Background: an optimization exercise with open tools, aiming at small area, a short achievable clock period and few clock cycles. Do not read the settings as production practice.
The RTL was checked by simulation tests, not by an equivalence proof against the original design.
Power is estimated from default activity; no workload was simulated.

==> v30 <==
==> flow/design.v (excerpt) <==
module via_block (
    input  wire        clk,
    input  wire        rst,
    input  wire        cmd_valid,
    output reg         cmd_ready,
    input  wire [2:0]  cmd_op,       
    input  wire        cmd_unit,     
    input  wire        cmd_debug,    
    input  wire [3:0]  cmd_reg,
    input  wire [31:0] cmd_data,     
    input  wire        i2c_sda_in,   
    input  wire        ser_atn,
    input  wire        ser_clk,
    input  wire        ser_data,
    input  wire [3:0]  joy_data,     
    output reg         rsp_valid,
    output reg  [7:0]  rsp_rdata,
    output reg         rsp_i2c_step,
    output wire        irq1,
    output wire        irq2,
    output wire        pb7_1,
    output wire        pb7_2,
    output reg         i2c_sda_out,
    output reg         i2c_scl_out,
    output reg         joy_latch,
    output reg         joy_clk
);
    localparam OP_READ  = 3'd0;
    localparam OP_WRITE = 3'd1;
    localparam OP_STEP  = 3'd2;
    localparam OP_PULSE = 3'd3;
    localparam OP_RESET = 3'd4;
    localparam I2C_DATA_BIT = 0;
    localparam I2C_CLK_BIT  = 1;
    localparam JOY_LATCH_BIT = 2;
    localparam JOY_CLK_BIT  = 3;
    localparam SER_ATN_BIT  = 5;
    localparam SER_CLK_BIT  = 6;
  ...
==> module seq_div, before the edit <==
module seq_div (
    input  wire        clk,
    input  wire        load,
    input  wire        run,
    input  wire [31:0] dividend,
    input  wire [16:0] divisor,
    output wire        done,
    output reg  [16:0] rem,
    output reg  [16:0] p,
    output reg         q_lsb,
    output reg  [31:0] num         
);
    reg [5:0]  count;    
    wire [16:0] r = rem;
    wire [28:0] ge;
    genvar i;
    generate
        for (i = 0; i < 29; i = i + 1) begin : g_ge
            if (i < 16) assign ge[i] = ~|p[16:i+1];
            else        assign ge[i] = 1'b1;
        end
    endgenerate
    wire [28:0] wide12 = {r, num[31:20]};
    wire        skip12 = (count >= 6'd12) && ~|(wide12 & ge);
    wire [20:0] wide   = {r, num[31:28]};
    wire        skip4  = (count >= 6'd4) && ~|(wide & ge[20:0]);
    wire [17:0] sh1  = {r, num[31]};
    wire [17:0] df1  = sh1 - {1'b0, p};
    wire        f1   = ~df1[17];
    wire [16:0] r1   = f1 ? df1[16:0] : sh1[16:0];
    wire [17:0] sh2  = {r1, num[30]};
    wire [17:0] df2  = sh2 - {1'b0, p};
    wire        f2   = ~df2[17];
    wire [16:0] r2   = f2 ? df2[16:0] : sh2[16:0];
    reg  [31:0] num_n;
    reg  [16:0] rem_n;
    reg  [5:0]  count_n;
    reg         q_n;
    always @(*) begin
        if (skip12) begin
            num_n = {num[19:0], 12'd0}; rem_n = wide12[16:0]; count_n = count - 6'd12; q_n = 1'b0;
        end else if (skip4) begin
            num_n = {num[27:0], 4'd0};  rem_n = wide[16:0]; count_n = count - 6'd4;  q_n = 1'b0;
        end else begin
            num_n = {num[29:0], 2'b00}; rem_n = r2;         count_n = count - 6'd2;  q_n = f2;
        end
    end
    assign done = run && count_n == 6'd0;
    always @(posedge clk) begin
        if (load) begin
            num   <= dividend;
            rem   <= 17'd0;
            p     <= divisor;
            count <= 6'd32;
        end else if (run) begin
            num   <= num_n;
            rem   <= rem_n;
            count <= count_n;
            q_lsb <= q_n;
        end
    end
endmodule
clock: 10.0 ns
lec_check: 0
cap_margin: 20
core_margin: 2
core_utilization: 55
cts_cluster_diameter: 100
cts_cluster_size: 20
place_density: 0.7
setup_slack_margin: 5
slew_margin: 20
run.sh (not shown) runs the stock make flow with config.mk's settings and CLKGATE_MAP_FILE= SYNTH_SCRIPT=/design/flow/synth_recipe.tcl, a recipe that flattens the netlist after the stock synthesis.
==> v14 (differences from v30) <==
--- a/flow/design.v
+++ b/flow/design.v
@@ -15,16 +15,17 @@
     wire [28:0] ge;
     genvar i;
     generate
         for (i = 0; i < 29; i = i + 1) begin : g_ge
             if (i < 16) assign ge[i] = ~|p[16:i+1];
             else        assign ge[i] = 1'b1;
         end
     endgenerate
+    wire        skip16 = count[5] && ~|r && ~|num[31:16];
     wire [28:0] wide12 = {r, num[31:20]};
     wire        skip12 = (count >= 6'd12) && ~|(wide12 & ge);
     wire [20:0] wide   = {r, num[31:28]};
     wire        skip4  = (count >= 6'd4) && ~|(wide & ge[20:0]);
     wire [17:0] sh1  = {r, num[31]};
     wire [17:0] df1  = sh1 - {1'b0, p};
     wire        f1   = ~df1[17];
     wire [16:0] r1   = f1 ? df1[16:0] : sh1[16:0];
@@ -32,17 +33,19 @@
     wire [17:0] df2  = sh2 - {1'b0, p};
     wire        f2   = ~df2[17];
     wire [16:0] r2   = f2 ? df2[16:0] : sh2[16:0];
     reg  [31:0] num_n;
     reg  [16:0] rem_n;
     reg  [5:0]  count_n;
     reg         q_n;
     always @(*) begin
-        if (skip12) begin
+        if (skip16) begin
+            num_n = {num[15:0], 16'd0}; rem_n = r;          count_n = count - 6'd16; q_n = 1'b0;
+        end else if (skip12) begin
             num_n = {num[19:0], 12'd0}; rem_n = wide12[16:0]; count_n = count - 6'd12; q_n = 1'b0;
         end else if (skip4) begin
             num_n = {num[27:0], 4'd0};  rem_n = wide[16:0]; count_n = count - 6'd4;  q_n = 1'b0;
         end else begin
             num_n = {num[29:0], 2'b00}; rem_n = r2;         count_n = count - 6'd2;  q_n = f2;
         end
     end
     assign done = run && count_n == 6'd0;
==> flow/config.mk (replaced) <==
export PLATFORM = sky130hd
export DESIGN_NAME = via_block
export DESIGN_NICKNAME = via_block
export VERILOG_FILES = /design/flow/design.v
export SDC_FILE = /design/flow/constraint.sdc
export NUM_CORES = 4
export LEC_CHECK = 0
export CAP_MARGIN = 20
export CORE_MARGIN = 2
export CORE_UTILIZATION = 55
export PLACE_DENSITY = 0.7
export SETUP_SLACK_MARGIN = 5
export SLEW_MARGIN = 20
==> v7 (differences from v30) <==
--- a/flow/design.v
+++ b/flow/design.v
@@ -15,16 +15,17 @@
     wire [28:0] ge;
     genvar i;
     generate
         for (i = 0; i < 29; i = i + 1) begin : g_ge
             if (i < 16) assign ge[i] = ~|p[16:i+1];
             else        assign ge[i] = 1'b1;
         end
     endgenerate
+    wire        skip16 = count[5] && ~|r && ~|num[31:16];
     wire [28:0] wide12 = {r, num[31:20]};
     wire        skip12 = (count >= 6'd12) && ~|(wide12 & ge);
     wire [20:0] wide   = {r, num[31:28]};
     wire        skip4  = (count >= 6'd4) && ~|(wide & ge[20:0]);
     wire [17:0] sh1  = {r, num[31]};
     wire [17:0] df1  = sh1 - {1'b0, p};
     wire        f1   = ~df1[17];
     wire [16:0] r1   = f1 ? df1[16:0] : sh1[16:0];
@@ -32,17 +33,19 @@
     wire [17:0] df2  = sh2 - {1'b0, p};
     wire        f2   = ~df2[17];
     wire [16:0] r2   = f2 ? df2[16:0] : sh2[16:0];
     reg  [31:0] num_n;
     reg  [16:0] rem_n;
     reg  [5:0]  count_n;
     reg         q_n;
     always @(*) begin
-        if (skip12) begin
+        if (skip16) begin
+            num_n = {num[15:0], 16'd0}; rem_n = r;          count_n = count - 6'd16; q_n = 1'b0;
+        end else if (skip12) begin
             num_n = {num[19:0], 12'd0}; rem_n = wide12[16:0]; count_n = count - 6'd12; q_n = 1'b0;
         end else if (skip4) begin
             num_n = {num[27:0], 4'd0};  rem_n = wide[16:0]; count_n = count - 6'd4;  q_n = 1'b0;
         end else begin
             num_n = {num[29:0], 2'b00}; rem_n = r2;         count_n = count - 6'd2;  q_n = f2;
         end
     end
     assign done = run && count_n == 6'd0;
==> flow/config.mk (replaced) <==
export PLATFORM = sky130hd
export DESIGN_NAME = via_block
export DESIGN_NICKNAME = via_block
export VERILOG_FILES = /design/flow/design.v
export SDC_FILE = /design/flow/constraint.sdc
export NUM_CORES = 4
export LEC_CHECK = 0
export CAP_MARGIN = 20
export CORE_MARGIN = 2
export CORE_UTILIZATION = 40
export CTS_CLUSTER_DIAMETER = 100
export CTS_CLUSTER_SIZE = 20
export PLACE_DENSITY = 0.6
export SETUP_SLACK_MARGIN = 5
export SLEW_MARGIN = 20
==> v5 (differences from v30) <==
--- a/flow/design.v
+++ b/flow/design.v
@@ -2,60 +2,64 @@
     input  wire        clk,
     input  wire        load,
     input  wire        run,
     input  wire [31:0] dividend,
     input  wire [16:0] divisor,
     output wire        done,
     output reg  [16:0] rem,
     output reg  [16:0] p,
+    input  wire [17:0] divisor3,   
     output reg         q_lsb,
     output reg  [31:0] num         
 );
     reg [5:0]  count;    
+    reg [17:0] p3;       
     wire [16:0] r = rem;
     wire [28:0] ge;
     genvar i;
     generate
         for (i = 0; i < 29; i = i + 1) begin : g_ge
             if (i < 16) assign ge[i] = ~|p[16:i+1];
             else        assign ge[i] = 1'b1;
         end
     endgenerate
     wire [28:0] wide12 = {r, num[31:20]};
     wire        skip12 = (count >= 6'd12) && ~|(wide12 & ge);
     wire [20:0] wide   = {r, num[31:28]};
     wire        skip4  = (count >= 6'd4) && ~|(wide & ge[20:0]);
-    wire [17:0] sh1  = {r, num[31]};
-    wire [17:0] df1  = sh1 - {1'b0, p};
-    wire        f1   = ~df1[17];
-    wire [16:0] r1   = f1 ? df1[16:0] : sh1[16:0];
-    wire [17:0] sh2  = {r1, num[30]};
-    wire [17:0] df2  = sh2 - {1'b0, p};
-    wire        f2   = ~df2[17];
-    wire [16:0] r2   = f2 ? df2[16:0] : sh2[16:0];
+    wire [18:0] x2   = {r, num[31:30]};
+    wire [19:0] df1  = {1'b0, x2} - {3'd0, p};
+    wire [19:0] df2  = {1'b0, x2} - {2'd0, p, 1'b0};
+    wire [19:0] df3  = {1'b0, x2} - {2'd0, p3};
+    wire        f1   = ~df1[19];
+    wire        f2   = ~df2[19];
+    wire        f3   = ~df3[19];
+    wire [16:0] r2   = f3 ? df3[16:0] : (f2 ? df2[16:0] : (f1 ? df1[16:0] : x2[16:0]));
+    wire        q2   = f3 | (f1 & ~f2);
     reg  [31:0] num_n;
     reg  [16:0] rem_n;
     reg  [5:0]  count_n;
     reg         q_n;
     always @(*) begin
         if (skip12) begin
             num_n = {num[19:0], 12'd0}; rem_n = wide12[16:0]; count_n = count - 6'd12; q_n = 1'b0;
         end else if (skip4) begin
             num_n = {num[27:0], 4'd0};  rem_n = wide[16:0]; count_n = count - 6'd4;  q_n = 1'b0;
         end else begin
-            num_n = {num[29:0], 2'b00}; rem_n = r2;         count_n = count - 6'd2;  q_n = f2;
+            num_n = {num[29:0], 2'b00}; rem_n = r2;         count_n = count - 6'd2;  q_n = q2;
         end
     end
     assign done = run && count_n == 6'd0;
     always @(posedge clk) begin
         if (load) begin
             num   <= dividend;
             rem   <= 17'd0;
             p     <= divisor;
+            p3    <= divisor3;
             count <= 6'd32;
         end else if (run) begin
             num   <= num_n;
             rem   <= rem_n;
             count <= count_n;
             q_lsb <= q_n;
         end
     end
@@ -452,16 +456,17 @@
     end
     wire        div_done;
     wire [16:0] div_rem, div_p;
     wire        div_q_lsb;
     wire [31:0] div_num;
     seq_div divider (
         .clk(clk), .load(!eng_busy), .run(s_run),
         .dividend(r1), .divisor({1'b0, l1m} + 17'd2),
+        .divisor3({1'b0, l1m, 1'b0} + {2'b0, l1m} + 18'd6),
         .done(div_done), .rem(div_rem), .p(div_p), .q_lsb(div_q_lsb),
         .num(div_num)
     );
     wire [16:0] x_in = s_first ? div_num[16:0] : div_rem;
     wire [17:0] x    = {1'b0, div_p} + {1'b1, ~x_in};
     wire        once = s_first && ~|div_num[31:17] && ~x[17];
     wire start1 = is_step && und1;
     wire start2 = is_step && und2;
@@ -485,19 +490,19 @@
     wire q_odd  = s_fin & div_q_lsb;     
     wire run1d  = t1_run[d_unit];
     wire cont1d = acr[d_unit][6];
     assign eng_t1_we  = once | s_fin;
     assign eng_c1     = x[16:0];
     assign eng_ifr6   = run1d;
     assign eng_t1_run = run1d & cont1d;
     assign eng_pb7    = pb7[d_unit] ^ (run1d & (cont1d ? ~q_odd : 1'b1));
-    wire        s2_neg = s2[18];
-    wire        s2_big = ~s2[18] & (s2[17:0] >= 18'h10001);
-    wire [18:0] c2u    = s2 + (s2_neg ? 19'h10001 : (s2_big ? 19'h6FFFF : 19'h0));
+    wire [18:0] s2_up = s2 + 19'h10001;
+    wire [18:0] s2_dn = s2 - 19'h10001;
+    wire [18:0] c2u   = s2[18] ? s2_up : (s2_dn[18] ? s2 : s2_dn);
     assign eng_t2_we  = s_t2;
     assign eng_c2     = c2u[16:0];
     assign eng_ifr5   = t2_run[d_unit];
     always @(posedge clk) begin
         if (rst) begin
             rsp_valid    <= 1'b0;
             rsp_i2c_step <= 1'b0;
         end else begin
==> flow/flow/run.sh (new file) <==
#!/bin/bash
set -euo pipefail

sed -e 's/ "\${@:-finish}"$/ SETUP_SLACK_MARGIN=6.1 '"'"'BUFFER_PORTS_ARGS=-buffer_cell sky130_fd_sc_hd__buf_2'"'"' "${@:-finish}"/' \
    -e '/^if \[\[ -f /,/^fi$/d' standard.sh > standard_margin.sh
grep -q "SETUP_SLACK_MARGIN=6.1 'BUFFER_PORTS_ARGS=-buffer_cell sky130_fd_sc_hd__buf_2' " standard_margin.sh
! grep -q "write_def" standard_margin.sh

# ORFS (yosys, openroad, klayout) via make; each step also logs under orfs/logs
bash standard_margin.sh finish > make.log 2>&1

# final DEF, as standard.sh writes it
RESULTS=orfs/results/${FLOW_PLATFORM}/via_block/base
: # left out here: write the final layout as DEF
==> flow/standard.sh (new file) <==
#!/bin/bash
# synth_recipe.tcl (not shown) runs the flow's synth.tcl, then flattens the netlist and writes it again
# the make line also repeats each setting of config.mk as NAME=value (left out here)
make -C /OpenROAD-flow-scripts/flow DESIGN_CONFIG=/design/flow/config.mk WORK_HOME=/design/flow/orfs CLKGATE_MAP_FILE= SYNTH_SCRIPT=/design/flow/synth_recipe.tcl "${@:-finish}"
==> flow/config.mk (replaced) <==
export PLATFORM = sky130hd
export DESIGN_NAME = via_block
export DESIGN_NICKNAME = via_block
export VERILOG_FILES = /design/flow/design.v
export SDC_FILE = /design/flow/constraint.sdc
export NUM_CORES = 4
export LEC_CHECK = 0
export CAP_MARGIN = 20
export CORE_MARGIN = 2
export CORE_UTILIZATION = 65
export CTS_CLUSTER_DIAMETER = 100
export CTS_CLUSTER_SIZE = 20
export PLACE_DENSITY = 0.75
export SLEW_MARGIN = 20
removed: flow/run.sh
==> comparison table <==
|  | v14 | v7 | v30 | v5 |
|---|---|---|---|---|
| Status | timing/DRC/antenna clean | timing/DRC/antenna clean | timing/DRC/antenna clean | timing/DRC/antenna clean |
| Count of non-filler cells in the finished layout | 4776 | 5027 | 4598 | 4817 |
| PnR worst setup slack | 4887 ps | 4962 ps | 4966 ps | 6191 ps |
| Combinational power share | 20.6% | 24.0% | 21.6% | 17.8% |
| Mean Syn Cell Area | 8.100 sq um | 8.100 sq um | 8.240 sq um | 8.306 sq um |
| Most frequent cell on the critical path | buf_6 | - | nor2b_4 | - |
| Worst Setup SP | divider.p[1] | divider.p[1] | divider.p[1] | e_sunit |
| Detailed-placement wirelength estimate | 81430 um | 84360 um | 76460 um | 85320 um |
| Hold WS | 451.2 ps | 457.4 ps | 455.9 ps | 455.6 ps |
| Final RePlAce weighted congestion | 0.9957 | 0.9771 | 0.9961 | 1.049 |
| Global Route Usage Sum | 36.31% | 27.34% | 34.86% | 42.61% |
| Synthesized instance count | 3990 | 3990 | 3838 | 4119 |
| Highest net fanout along the worst path | 8 | 8 | 8 | 13 |
| Count of TritonRoute iterations in the first routing pass | 6 | 6 | 7 | 6 |
| Number of multi-input combinational cells | 3154 | 3152 | 3047 | 3282 |
| Worst min-delay path startpoint | unit[0].u.orb[5] | unit[0].u.orb[2] | unit[0].u.orb[7] | unit[0].u.orb[7] |
| Share of power burned in the clock network | 39.1% | 29.9% | 30.5% | 30.3% |
| Final design utilization | 62.39% | 44.58% | 61.02% | 70.01% |
| Setup repair after global routing missed its margin | true | true | true | false |
| Bufs and invs on worst path | 4 | 4 | 4 | 3 |
Testbench counts of v30, summed over its fixed seeds: cycles 18,760.
Testbench counts of v14, summed over its fixed seeds: cycles 18,703.
Testbench counts of v7, summed over its fixed seeds: cycles 18,703.
Testbench counts of v5, summed over its fixed seeds: cycles 18,760.

## what the ideal ports hide
The results above use ideal ports. As a check the final layouts listed here were re-extracted and re-timed, cells and wires unchanged. Step 1, drivers: a clkbuf_16 drives clk and a buf_2 each remaining input, both assumed. Step 2 moves the port delays by t, midway between the first and last clock arrival at a register: inputs arrive t later, outputs are due t later. That takes back most of the time a late clock gives input paths. a / b / c = no drivers / after step 1 / after step 2; a / b = the first two.
run	shift t [ns]	setup WS [ns]	hold WS [ns]	worst slew at a driven data input, ns
v30	0.679	4.966 / 4.966 / 4.966	0.456 / 0.456 / 0.456	0.06
v14	0.688	4.887 / 4.887 / 4.887	0.451 / 0.451 / 0.451	0.05
v7	0.693	4.962 / 4.962 / 4.874	0.457 / 0.457 / 0.457	0.08
v5	0.690	6.191 / 6.191 / 5.673	0.456 / 0.456 / 0.456	0.04
After both steps setup and hold are still met in every run listed. For v5, which loses most, drivers alone change the setup slack by 0.000 ns; drivers and shift together by -0.518 ns.
